Background: an optimization exercise with open tools, aiming at a short achievable clock period and few clock cycles. Do not read the settings as production practice.
Only simulation tests tie the RTL to the original design; equivalence was not proved.
Power figures rest on the tool's default switching activity, not on a simulated workload.

==> flow/design.v (excerpt) <==
module arq_core (
    input  wire        clk,
    input  wire        rst,           
    output reg         mem_re,
    output reg         mem_we,
    output reg  [7:0]  mem_addr,
    output reg  [31:0] mem_wdata,
    input  wire [31:0] mem_rdata,
    output reg         retire,        
    output wire        halted,
    output wire        faulted,
    output wire [31:0] pc,
    output wire [31:0] r0,
    output wire [31:0] r1,
    output wire [31:0] r2,
    output wire [31:0] r3,
    output wire [2:0]  flags,         
    output wire [31:0] icount,
    output reg  [2:0]  fault_code,
    output reg  [31:0] fault_value,
    output reg  [31:0] fault_pc,
    output reg  [4:0]  fault_opc
);
export LEC_CHECK = 0
export CAP_MARGIN = 20
export CORE_MARGIN = 2
export CORE_UTILIZATION = 40
export SLEW_MARGIN = 20
export SYNTH_MEMORY_MAX_BITS = 65536
create_clock -name core_clock -period 10.0 [get_ports {clk}]
standard.sh (not shown) runs the stock make flow with config.mk's settings and CLKGATE_MAP_FILE= SYNTH_SCRIPT=/design/flow/synth_recipe.tcl, a recipe that flattens the netlist after the stock synthesis.
==> flow/flow/run.sh <==
#!/bin/bash
set -euo pipefail
cd "$(dirname "$0")/.."
bash standard.sh SETUP_SLACK_MARGIN=6.5 ABC_CLOCK_PERIOD_IN_PS=3000 TNS_END_PERCENT=20 finish > flow_make.log 2>&1
Testbench counts at the start, summed over its fixed seeds: cycles 44,778.
Next try:
--- a/flow/design.v
+++ b/flow/design.v
@@ -46,23 +46,22 @@
     reg  [8:0]  ea;                   
     reg  [31:0] gpr0, gpr1, gpr2, gpr3;
     reg         fz, fn, fnz;
     reg  [31:0] opx;                  
     reg  [31:0] opxe;                 
     reg  [31:0] opy;                  
     reg  [1:0]  rid;                  
     reg  [7:0]  madr;                 
     reg         mhit;                 
     reg         rdiss;                
     reg  [31:0] dreg;
-    reg  [31:0] wx, wy;               
     reg         dv;
     reg         cond;
     reg  [3:0]  cndv;                 
     reg  [31:0] icnt;
     reg         halted_q, faulted_q;
     reg         pcbad;                
     reg  [31:0] acc, xs;
     reg  [32:0] yb;
     reg         ydone;                
     reg         mmem;                 
     assign halted  = halted_q;
@@ -191,24 +190,25 @@
             3'b100:         booth = {1'b1, ~{x[30:0], 1'b0}};
             3'b101, 3'b110: booth = {1'b1, ~x};
             default:        booth = 33'd0;
         endcase
     endfunction
     reg  [31:0] bpp;
     reg         bneg;
     wire [31:0] mul_sum  = add32(acc, bpp, bneg);
     wire        mul_zero = sum_zero(acc, bpp, bneg);
     reg  [1:0]  axs, ays;
     reg         asub;
-    wire [31:0] ax   = wx;
-    wire [31:0] ay   = wy;
+    wire [31:0] ax   = k45 ? dreg : k17 ? 32'd1 : opx;
+    wire [31:0] ay0  = k45 ? opy : dreg;
+    wire [31:0] ay   = ksub ? ~ay0 : ay0;
     wire [31:0] asum = add32(ax, ay, ksub);
     wire        azero = sum_zero(ax, ay, ksub);
     wire [31:0] rr0 = add32(opxe, gpr0, 1'b0);
     wire [31:0] rr1 = add32(opxe, gpr1, 1'b0);
     wire [31:0] rr2 = add32(opxe, gpr2, 1'b0);
     wire [31:0] rr3 = add32(opxe, gpr3, 1'b0);
     wire [3:0]  rrz = ksub ? {&(opxe ^ gpr3), &(opxe ^ gpr2), &(opxe ^ gpr1), &(opxe ^ gpr0)}
                            : {sum_zero(opxe, gpr3, 1'b0), sum_zero(opxe, gpr2, 1'b0),
                               sum_zero(opxe, gpr1, 1'b0), sum_zero(opxe, gpr0, 1'b0)};
     wire [31:0] rrs = rsel(q0[1:0], rr0, rr1, rr2, rr3);
     wire [3:0]  incz = {&gpr3, &gpr2, &gpr1, &gpr0};
@@ -636,29 +636,24 @@
     end
     wire mul_ld = (st == S_C2 && op == 5'd3) || (st == S_WAIT && (op == 5'd6 || op == 5'd9));
     always @(posedge clk) begin
         if (st == S_C1) begin
             opx  <= c1_imm(op) ? q0 : rq0;
             opxe <= (op == 5'd2) ? ~rq0 : rq0;
             rid  <= q0[1:0];
             madr <= q0[7:0];
             mhit <= mhit_st;
             cndv <= rsel4(q0[1:0], cmp_a0, cmp_a1, cmp_a2, cmp_a3);
         end
-        if (rv_data) begin
-            wx <= k45 ? mem_rdata : k17 ? 32'd1 : opx;
-            if (!k45) wy <= ksub ? ~mem_rdata : mem_rdata;
-        end
         if (st == S_C2) begin
             opy <= rq0;
-            if (k45) wy <= ksub ? ~rq0 : rq0;
             if (op != 5'd18 && op != 5'd1 && op != 5'd2 && op != 5'd3) rid <= q0[1:0];
             if (c2_rdaddr(op)) begin
                 madr <= q0[7:0];
                 mhit <= mhit_st;
             end
             cond <= cond_n;
         end
         if (mul_ld) begin
             acc  <= 32'd0;
             case (msel)
                 2'd0: begin xs <= opx;  yb <= {rq0, 1'b0};  ydone <= (rq0[31:1] == 31'd0) || (rq0[31:1] == {31{1'b1}});
Result:
- The new run finished with timing, DRC and antenna clean
- routed wire length drops by roughly a tenth
- clock skew increases by 43 ps
- utilization came out lower by 0.45 points
- die area is lower by a few percent
- worst hold slack got worse by 13 ps
Testbench counts after the change, summed over its fixed seeds: cycles 44,778.

Another version of the RTL of arq_core (not shown whole).
For scale: ~7500 cells after synthesis, roughly 66000 sq um of cells after synthesis.
export LEC_CHECK = 0
export CAP_MARGIN = 20
export CORE_MARGIN = 2
export CORE_UTILIZATION = 40
export SLEW_MARGIN = 20
export SYNTH_MEMORY_MAX_BITS = 65536
create_clock -name core_clock -period 10.0 [get_ports {clk}]
Scripts as last shown in full above: flow/flow/run.sh
Testbench counts at the start, summed over its fixed seeds: cycles 44,778.
Edit:
--- a/flow/design.v
+++ b/flow/design.v
@@ -39,23 +39,22 @@
     reg  [4:0]  qz2, qz8, qok;
     reg  [2:0]  qn;
     reg  [2:0]  st;
     reg  [4:0]  op;
     reg         opok;                 
     reg         k45, k17, ksub;       
     reg  [31:0] pc_q;
     reg  [8:0]  ea;                   
     reg  [31:0] gpr0, gpr1, gpr2, gpr3;
     reg         fz, fn, fnz;
     reg  [31:0] opx;                  
-    reg  [31:0] opxe;                 
     reg  [31:0] opy;                  
     reg  [1:0]  rid;                  
     reg  [7:0]  madr;                 
     reg         mhit;                 
     reg         rdiss;                
     reg  [31:0] dreg;
     reg         dv;
     reg         cond;
     reg  [3:0]  cndv;                 
     reg  [31:0] icnt;
     reg         halted_q, faulted_q;
@@ -195,33 +194,36 @@
         endcase
     end
     wire [31:0] mul_sum  = add32(acc, bpp, bneg);
     wire        mul_zero = sum_zero(acc, bpp, bneg);
     reg  [1:0]  axs, ays;
     reg         asub;
     wire [31:0] ax   = k45 ? dreg : k17 ? 32'd1 : opx;
     wire [31:0] ay0  = k45 ? opy : dreg;
     wire [31:0] ay   = ksub ? ~ay0 : ay0;
     wire [31:0] asum = add32(ax, ay, ksub);
     wire        azero = sum_zero(ax, ay, ksub);
-    wire [31:0] rr0 = add32(opxe, gpr0, 1'b0);
-    wire [31:0] rr1 = add32(opxe, gpr1, 1'b0);
-    wire [31:0] rr2 = add32(opxe, gpr2, 1'b0);
-    wire [31:0] rr3 = add32(opxe, gpr3, 1'b0);
-    wire [3:0]  rrz = ksub ? {&(opxe ^ gpr3), &(opxe ^ gpr2), &(opxe ^ gpr1), &(opxe ^ gpr0)}
-                           : {sum_zero(opxe, gpr3, 1'b0), sum_zero(opxe, gpr2, 1'b0),
-                              sum_zero(opxe, gpr1, 1'b0), sum_zero(opxe, gpr0, 1'b0)};
-    wire [31:0] rrs = rsel(q0[1:0], rr0, rr1, rr2, rr3);
+    wire        rr_sub = ksub;           
+    wire [31:0] rb0 = rr_sub ? ~gpr0 : gpr0;
+    wire [31:0] rb1 = rr_sub ? ~gpr1 : gpr1;
+    wire [31:0] rb2 = rr_sub ? ~gpr2 : gpr2;
+    wire [31:0] rb3 = rr_sub ? ~gpr3 : gpr3;
+    wire [31:0] rr0 = add32(opx, rb0, rr_sub);
+    wire [31:0] rr1 = add32(opx, rb1, rr_sub);
+    wire [31:0] rr2 = add32(opx, rb2, rr_sub);
+    wire [31:0] rr3 = add32(opx, rb3, rr_sub);
+    wire [3:0]  rrz = {sum_zero(opx, rb3, rr_sub), sum_zero(opx, rb2, rr_sub),
+                       sum_zero(opx, rb1, rr_sub), sum_zero(opx, rb0, rr_sub)};
     wire [3:0]  incz = {&gpr3, &gpr2, &gpr1, &gpr0};
     wire [31:0] rsum = (st == S_C1) ? rsel(q0[1:0], inc32(gpr0), inc32(gpr1), inc32(gpr2), inc32(gpr3))
-                                    : (ksub ? ~rrs : rrs);
+                                    : rsel(q0[1:0], rr0, rr1, rr2, rr3);
     wire        rzero = (st == S_C1) ? incz[q0[1:0]] : rrz[q0[1:0]];
     reg  [1:0]  rwid;     reg [1:0] rwsrc;    reg [1:0] wrsrc;
     reg         fmul;     reg [1:0] msel;
     always @* begin
         axs = 2'd0; ays = 2'd0; asub = 1'b0;
         rwid = rid; rwsrc = 2'd0; wrsrc = 2'd0; fmul = 1'b0; msel = 2'd0;
         case (st)
         S_C1: begin
             axs = 2'd2;                          
             rwid = q0[1:0];
         end
@@ -630,23 +632,22 @@
                     end else if (smflush) begin
                         ea <= ret_src[0] ? ea : ea + 9'd1;
                     end
                 end
             end
         end
     end
     wire mul_ld = (st == S_C2 && op == 5'd3) || (st == S_WAIT && (op == 5'd6 || op == 5'd9));
     always @(posedge clk) begin
         if (st == S_C1) begin
             opx  <= c1_imm(op) ? q0 : rq0;
-            opxe <= (op == 5'd2) ? ~rq0 : rq0;
             rid  <= q0[1:0];
             madr <= q0[7:0];
             mhit <= mhit_st;
             cndv <= rsel4(q0[1:0], cmp_a0, cmp_a1, cmp_a2, cmp_a3);
         end
         if (st == S_C2) begin
             opy <= rq0;
             if (op != 5'd18 && op != 5'd1 && op != 5'd2 && op != 5'd3) rid <= q0[1:0];
             if (c2_rdaddr(op)) begin
                 madr <= q0[7:0];
                 mhit <= mhit_st;
=> The changed run completed with no timing, DRC or antenna violations; count of clock-buffer cells in the layout goes down by 11; via count goes up by 0.38%; core utilization goes up by 1.5 points; wire length goes up by 3.5%; first-iteration DRC count goes up by 7.6%; power goes up by 19%.
Testbench counts after the change, summed over its fixed seeds: cycles 44,778.

-- re-timing with driven ports --
How much do the figures lean on ideal ports? The routed layouts below were timed once more, with nothing changed but the port constraints.
Step 1 assumes that a clkbuf_16 drives the clock port and a buf_2 every other input.
Step 2 moves the port delays by t, midway between the first and last clock arrival at a register: inputs arrive t later, outputs are due t later. That takes back most of the time a late clock gives input paths.
a / b / c = no drivers / after step 1 / after step 2; a / b = the first two.
run	t, ns	setup slack, ns	worst hold slack (ns)	worst setup path at the end	pins driven straight from the clock port
the first run of note 1	0.869	5.747 / 5.747 / 5.568	0.457 / 0.457 / 0.457	input to register	1
the second run of note 1	0.811	5.690 / 5.680 / 5.457	0.445 / 0.445 / 0.445	input to register	1
the first run of note 2	0.816	5.739 / 5.739 / 5.427	0.453 / 0.453 / 0.453	input to register	1
the second run of note 2	0.810	5.495 / 5.495 / 5.495	0.440 / 0.440 / 0.440	register to register	1
After both steps setup and hold are still met in every run listed. For the first run of note 2, which loses most, drivers alone change the setup slack by 0.000 ns; drivers and shift together by -0.312 ns.
